From an optimization exercise on the open Yosys and OpenROAD flow, aimed at small area; shortcuts taken in it are not production practice.
Only simulation tests tie the RTL to the original design; equivalence was not proved.

// fht8v_timeslot
module fht8v_timeslot (
  input  wire        clk,
  input  wire        rst,
  input  wire        tick_valid,
  output wire        tick_ready,
  input  wire [15:0] tick_temp,       
  input  wire        tick_radio_ok,   
  input  wire        cmd_valid,
  output wire        cmd_ready,
  input  wire [2:0]  cmd_op,
  input  wire [3:0]  cmd_group,       
  input  wire [7:0]  cmd_a,
  input  wire [7:0]  cmd_b,
  input  wire [3:0]  cmd_opc,
  output reg         rsp_valid,
  input  wire        rsp_ready,
  output wire [1:0]  rsp_code,
  output wire [47:0] rsp_msg,
  output wire [1:0]  rsp_mode,
  output wire [15:0] rsp_cnt,
  output wire [7:0]  rsp_sc,
  output wire [3:0]  rsp_count,
  output wire        rsp_panic,
  output wire [7:0]  rsp_freeze,
  output wire [15:0] rsp_last_temp,
  output wire [31:0] rsp_tick,
  output wire [31:0] rsp_last_enq,
  output reg         ev_valid,
  input  wire        ev_ready,
  output wire [1:0]  ev_kind,         
  output wire [2:0]  ev_group,
  output wire [47:0] ev_msg,
  output wire [31:0] ev_tick
);
Size: about 1400 cells after synthesis, ~310 I/O pins, ~0.018 mm^2 of cells after synthesis.
clock: 10.0 ns
lec_check: 0
cap_margin: 20
core_margin: 2
core_utilization: 60
slew_margin: 20
standard.sh (not shown) runs the stock make flow with config.mk's settings and CLKGATE_MAP_FILE= SYNTH_SCRIPT=/design/flow/synth_recipe.tcl, a recipe that flattens the netlist after the stock synthesis.
==> flow/flow/run.sh <==
#!/bin/bash
# The standard layout (standard.sh), with these changes:
#  - synthesis: synth_recipe.tcl as it is, but with the logic mapped by an
#    area-oriented abc script and adder extraction limited to full adders
#    (flow/synth.tcl); the registers come out as in the standard synthesis;
#  - the port buffers are made from the smallest buffer cell, buf_1;
#  - the clock tree uses clkbuf_16 over clusters of up to 28 registers and no
#    dummy loads.
# The full output of the layout goes to standard.log; ORFS keeps each step's
# own log under orfs/logs.
set -euo pipefail
here=$(pwd)
export AREA_ABC_SCRIPT="$here/flow/abc_area.script"
export FLOW_SYNTH_TCL="$here/synth_recipe.tcl"
export BUFFER_PORTS_ARGS="-buffer_cell sky130_fd_sc_hd__buf_1"
export CTS_ARGS="-sink_clustering_enable -repair_clock_nets -dont_use_dummy_load -buf_list {sky130_fd_sc_hd__clkbuf_16} -sink_clustering_size 28 -sink_clustering_max_diameter 80"
sed -e "s#SYNTH_SCRIPT=[^ ]*#SYNTH_SCRIPT=$here/flow/synth.tcl#" standard.sh > own.sh
grep -q "SYNTH_SCRIPT=$here/flow/synth.tcl" own.sh
bash own.sh > standard.log 2>&1
==> flow/flow/abc_area.script <==
strash
&get -n
&st
&deepsyn -T 120
&dch -f
&nf -R 1000
&put
topo
==> flow/flow/synth.tcl <==
# The standard flow's synthesis script (synth_recipe.tcl) unchanged, except that:
#  - the abc call maps the logic with an area-oriented script
#    (flow/abc_area.script) that leaves gate sizing to the layout;
#  - adder extraction looks for full adders only (no half adders).
proc abc {args} {
  set i [lsearch -exact $args -script]
  if { $i >= 0 } { lset args [expr {$i + 1}] $::env(AREA_ABC_SCRIPT) }
  yosys abc {*}$args
}
proc extract_fa {args} {
  if { [lsearch -exact $args -ha] < 0 && [lsearch -exact $args -fa] < 0 } { lappend args -fa }
  yosys extract_fa {*}$args
}
source $::env(FLOW_SYNTH_TCL)
The baseline ran to the end with no violations.
==> next run, changes <==
--- a/flow/design.v
+++ b/flow/design.v
@@ -93,13 +93,13 @@
     integer i; reg k;
     begin k = 1'b0; for (i = 0; i < 8; i = i + 1) begin add8[i] = x[i] ^ z[i] ^ k; k = (x[i] & z[i]) | (k & (x[i] ^ z[i])); end end
   endfunction
   wire ev_free = !ev_valid || ev_ready;
   wire [2:0] ph1 = ph + 3'd1;
   wire adv = ev_free && (!rsp_valid || rsp_ready) && (ph == pg + 3'd1);
-  wire idle    = !clr && !cs && !ts;
+  wire idle    = !clr && !cs && !ts && !ev_valid && !rsp_valid;
   wire [7:0]  h_hc1  = hd[63:56];
   wire [7:0]  h_hc2  = hd[55:48];
   wire [7:0]  h_addr = hd[47:40];
   wire [5:0]  h_cmd  = hd[39:34];
   wire [7:0]  h_ext  = hd[33:26];
   wire [1:0]  h_mode = hd[25:24];
@@ -132,24 +132,25 @@
       f_new = freeze - 2'd1;
     else
       f_new = 2'd0;
   end
   wire [1:0] fz = g0 ? f_new : freeze;
   wire radio = g0 ? tick_radio_ok : radio_q;
-  localparam [1:0] FX_NONE = 2'd0, FX_REPEAT = 2'd1, FX_SYNC_SET = 2'd2, FX_FLOOR = 2'd3;
   reg        n_ev;
   reg [1:0]  n_kind;
-  reg [1:0]  n_fx;
+  reg [5:0]  n_cmd;
+  reg [7:0]  n_ext;
   reg [1:0]  n_mode;
   reg [15:0] n_cnt;
   reg [7:0]  n_sc;
   reg        n_read;
   always @(*) begin
     n_ev   = 1'b0;
     n_kind = EV_TX;
-    n_fx   = FX_NONE;
+    n_cmd  = q_cmd;
+    n_ext  = q_ext;
     n_mode = h_mode;
     n_cnt  = h_cnt;
     n_sc   = h_sc;
     n_read = 1'b0;
     case (h_mode)
       M_NORMAL: begin
@@ -162,40 +163,40 @@
           if (g0) begin
             n_ev   = 1'b1;
             n_kind = EV_READ;
             n_read = 1'b1;
           end
           if (fz != 2'd0 && q_cmd[3:0] == 4'h6 && q_ext < 8'd40)
-            n_fx = FX_FLOOR;
+            n_ext = 8'd40;
         end
         if (hit0) begin
           n_ev     = radio;
           n_kind   = EV_TX;
-          if (radio)
-            n_fx   = FX_REPEAT;
+          n_cmd[5] = q_cmd[5] | radio;
           n_cnt    = 16'd0;
         end
       end
       M_SYNC_COUNT: begin
         n_ev = h_sc[0] && radio;
         n_sc = sc1;
         if (sc1 == 8'd0) begin
-          n_fx   = FX_SYNC_SET;
+          n_cmd  = C_SYNC_SET;
+          n_ext  = 8'd0;
           n_mode = M_SYNC_FINAL;
         end
       end
       M_SYNC_FINAL: begin
         n_ev     = radio;
-        if (radio)
-          n_fx   = FX_REPEAT;
+        n_cmd[5] = q_cmd[5] | radio;
         n_mode   = M_NORMAL;
         n_cnt    = 16'd0;
       end
       default: begin
         n_ev   = radio;
-        n_fx   = FX_SYNC_SET;
+        n_cmd  = C_SYNC_SET;
+        n_ext  = 8'd0;
         n_mode = M_SYNC_FINAL;
       end
     endcase
   end
   wire step_en  = stepping;
   wire tick_end = step_en && ({1'b0, ph} == count - 4'd1);
@@ -228,32 +229,37 @@
   wire c_touch  = cmd_end && (c_code == R_OK) &&
                   (cmd_op == OP_ENQUEUE || cmd_op == OP_SYNC || cmd_op == OP_PAIR || cmd_op == OP_IDLE);
   reg [63:0] nx;
   always @(*) begin
     nx = hd;
     if (step_en)
-      nx = {h_hc1, h_hc2, p_addr, q_cmd, q_ext, n_mode, n_cnt, n_sc};
+      nx = {h_hc1, h_hc2, p_addr, n_cmd, n_ext, n_mode, n_cnt, n_sc};
     if (c_enq)
       nx[47:26] = {cmd_a, 2'b01, cmd_opc, cmd_b};
     if (c_sync)
       nx = {h_hc1, h_hc2, 8'd0, C_SYNC, 8'd241, M_SYNC_COUNT, h_cnt, 8'd241};
     if (c_pair)
       nx = {h_hc1, h_hc2, cmd_a, C_PAIR, 8'd0, M_PAIR_START, h_cnt, h_sc};
     if (c_sethc)
       nx[63:48] = {cmd_a, cmd_b};
+    if (rst || clr)
+      nx = 64'd0;
   end
-  wire [1:0]  fx_in  = step_en ? n_fx : FX_NONE;
-  wire [5:0]  g_cmd  = (fx == FX_SYNC_SET) ? C_SYNC_SET : {o[39] | (fx == FX_REPEAT), o[38:34]};
-  wire [7:0]  g_ext  = (fx == FX_SYNC_SET) ? 8'd0 : (fx == FX_FLOOR) ? 8'd40 : o[33:26];
-  wire [63:0] g_rec  = clr ? 64'd0 : {o[63:40], g_cmd, g_ext, o[25:0]};
+  wire       tx      = step_en && n_ev && (n_kind == EV_TX);
+  wire [1:0] fx_in   = {tx && h_mode[0] && (h_mode[1] || sc1 == 8'd0),    
+                        tx && !h_mode[0]};                                 
+  wire [63:0] p_in   = (fx_in != 2'd0) ? {nx[63:40], q_cmd, q_ext, nx[25:0]} : nx;
+  wire [5:0]  g_cmd  = fx[1] ? C_SYNC_SET : {o[39] | fx[0], o[38:34]};
+  wire [7:0]  g_ext  = fx[1] ? 8'd0 : o[33:26];
+  wire [63:0] g_rec  = {o[63:40], g_cmd, g_ext, o[25:0]};
   wire [32:0] tick1   = inc32(tick);
   wire        panic_due = (tick[9:0] == add10(le_lo, 10'd699));
   always @(posedge clk) begin
     if (adv) begin
       ring <= {ring[383:0], g_rec};
-      o    <= nx;
+      o    <= p_in;
       fx   <= fx_in;
       pg   <= ph;
       ph   <= ph1;
     end else begin
       ring <= {ring[383:0], hd};
       ph   <= (ph1 == pg) ? ph1 + 3'd1 : ph1;
After rerunning: Non-clock buffer count is lower by 2. Routed wire length is higher by 2.8%. Utilization is about the same. Sequential share of layout area is lower by 0.35 points.

========
fht8v_timeslot, a different RTL version from the one above (not shown whole).
For scale: about 1500 cells after synthesis, about 600 flip-flops, about 310 I/O pins, ~0.018 sq mm of cells after synthesis.
export LEC_CHECK = 0
export CAP_MARGIN = 20
export CORE_MARGIN = 2
export CORE_UTILIZATION = 60
export SLEW_MARGIN = 20
create_clock -name core_clock -period 10.0 [get_ports {clk}]
Scripts as last shown in full above: flow/flow/run.sh, flow/flow/abc_area.script, flow/flow/synth.tcl
The first run finished clean.
Change:
--- a/flow/design.v
+++ b/flow/design.v
@@ -92,15 +92,15 @@
   function [7:0] add8(input [7:0] x, input [7:0] z);
     integer i; reg k;
     begin k = 1'b0; for (i = 0; i < 8; i = i + 1) begin add8[i] = x[i] ^ z[i] ^ k; k = (x[i] & z[i]) | (k & (x[i] ^ z[i])); end end
   endfunction
   wire ev_free = !ev_valid || ev_ready;
   wire [2:0] ph1 = ph + 3'd1;
   wire adv = ev_free && (!rsp_valid || rsp_ready) && (ph == pg + 3'd1);
-  wire idle    = !clr && !cs && !ts && !ev_valid && !rsp_valid;
+  wire idle    = !clr && !cs && !ts;
   wire [7:0]  h_hc1  = hd[63:56];
   wire [7:0]  h_hc2  = hd[55:48];
   wire [7:0]  h_addr = hd[47:40];
   wire [5:0]  h_cmd  = hd[39:34];
   wire [7:0]  h_ext  = hd[33:26];
   wire [1:0]  h_mode = hd[25:24];
   wire [15:0] h_cnt  = hd[23:8];
@@ -236,15 +236,15 @@
       nx[47:26] = {cmd_a, 2'b01, cmd_opc, cmd_b};
     if (c_sync)
       nx = {h_hc1, h_hc2, 8'd0, C_SYNC, 8'd241, M_SYNC_COUNT, h_cnt, 8'd241};
     if (c_pair)
       nx = {h_hc1, h_hc2, cmd_a, C_PAIR, 8'd0, M_PAIR_START, h_cnt, h_sc};
     if (c_sethc)
       nx[63:48] = {cmd_a, cmd_b};
-    if (rst || clr)
+    if (clr)
       nx = 64'd0;
   end
   wire [1:0]  fx_in  = step_en ? n_fx : FX_NONE;
   wire [5:0]  g_cmd  = (fx == FX_SYNC_SET) ? C_SYNC_SET : {o[39] | (fx == FX_REPEAT), o[38:34]};
   wire [7:0]  g_ext  = (fx == FX_SYNC_SET) ? 8'd0 : (fx == FX_FLOOR) ? 8'd40 : o[33:26];
   wire [63:0] g_rec  = {o[63:40], g_cmd, g_ext, o[25:0]};
   wire [32:0] tick1   = inc32(tick);
Effect: Non-clock buffer count goes up by 1; cell area is about the same; utilization hardly moves; cell count barely changes; wire length grows by 0.74%; critical path depth is unchanged; clock skew falls by 0.0071 ns; maximum frequency goes down by 0.83%; via count increases by 0.54%.

## static timing again, ports no longer ideal
No port has a modelled driver above. Below, the same layouts with a new extraction and two added sets of constraints.
Step 1: set_driving_cell puts a clkbuf_16 on clk and a buf_2 on each other input, an assumption about the parent block.
Step 2, shift: input delay + t, output delay - t, t = (earliest + latest rising clock arrival at the registers) / 2. This alone moves slack from input paths to output paths.
Slacks: ideal / step 1 / step 2; pairs: ideal / step 1.
run | t (ns) | setup WS [ns] | worst hold slack (ns) | worst setup path at the end
the first run of note 1 | 0.597 | 1.909 / 1.861 / 2.459 | 0.310 / 0.310 / 0.310 | register to output
the second run of note 1 | 0.601 | 1.790 / 1.739 / 2.226 | 0.317 / 0.317 / 0.317 | input to register
the first run of note 2 | 0.611 | 1.957 / 1.903 / 2.023 | 0.292 / 0.292 / 0.292 | input to register
the second run of note 2 | 0.593 | 1.889 / 1.837 / 2.069 | 0.300 / 0.300 / 0.300 | input to register
After both steps every run listed still meets setup and hold.
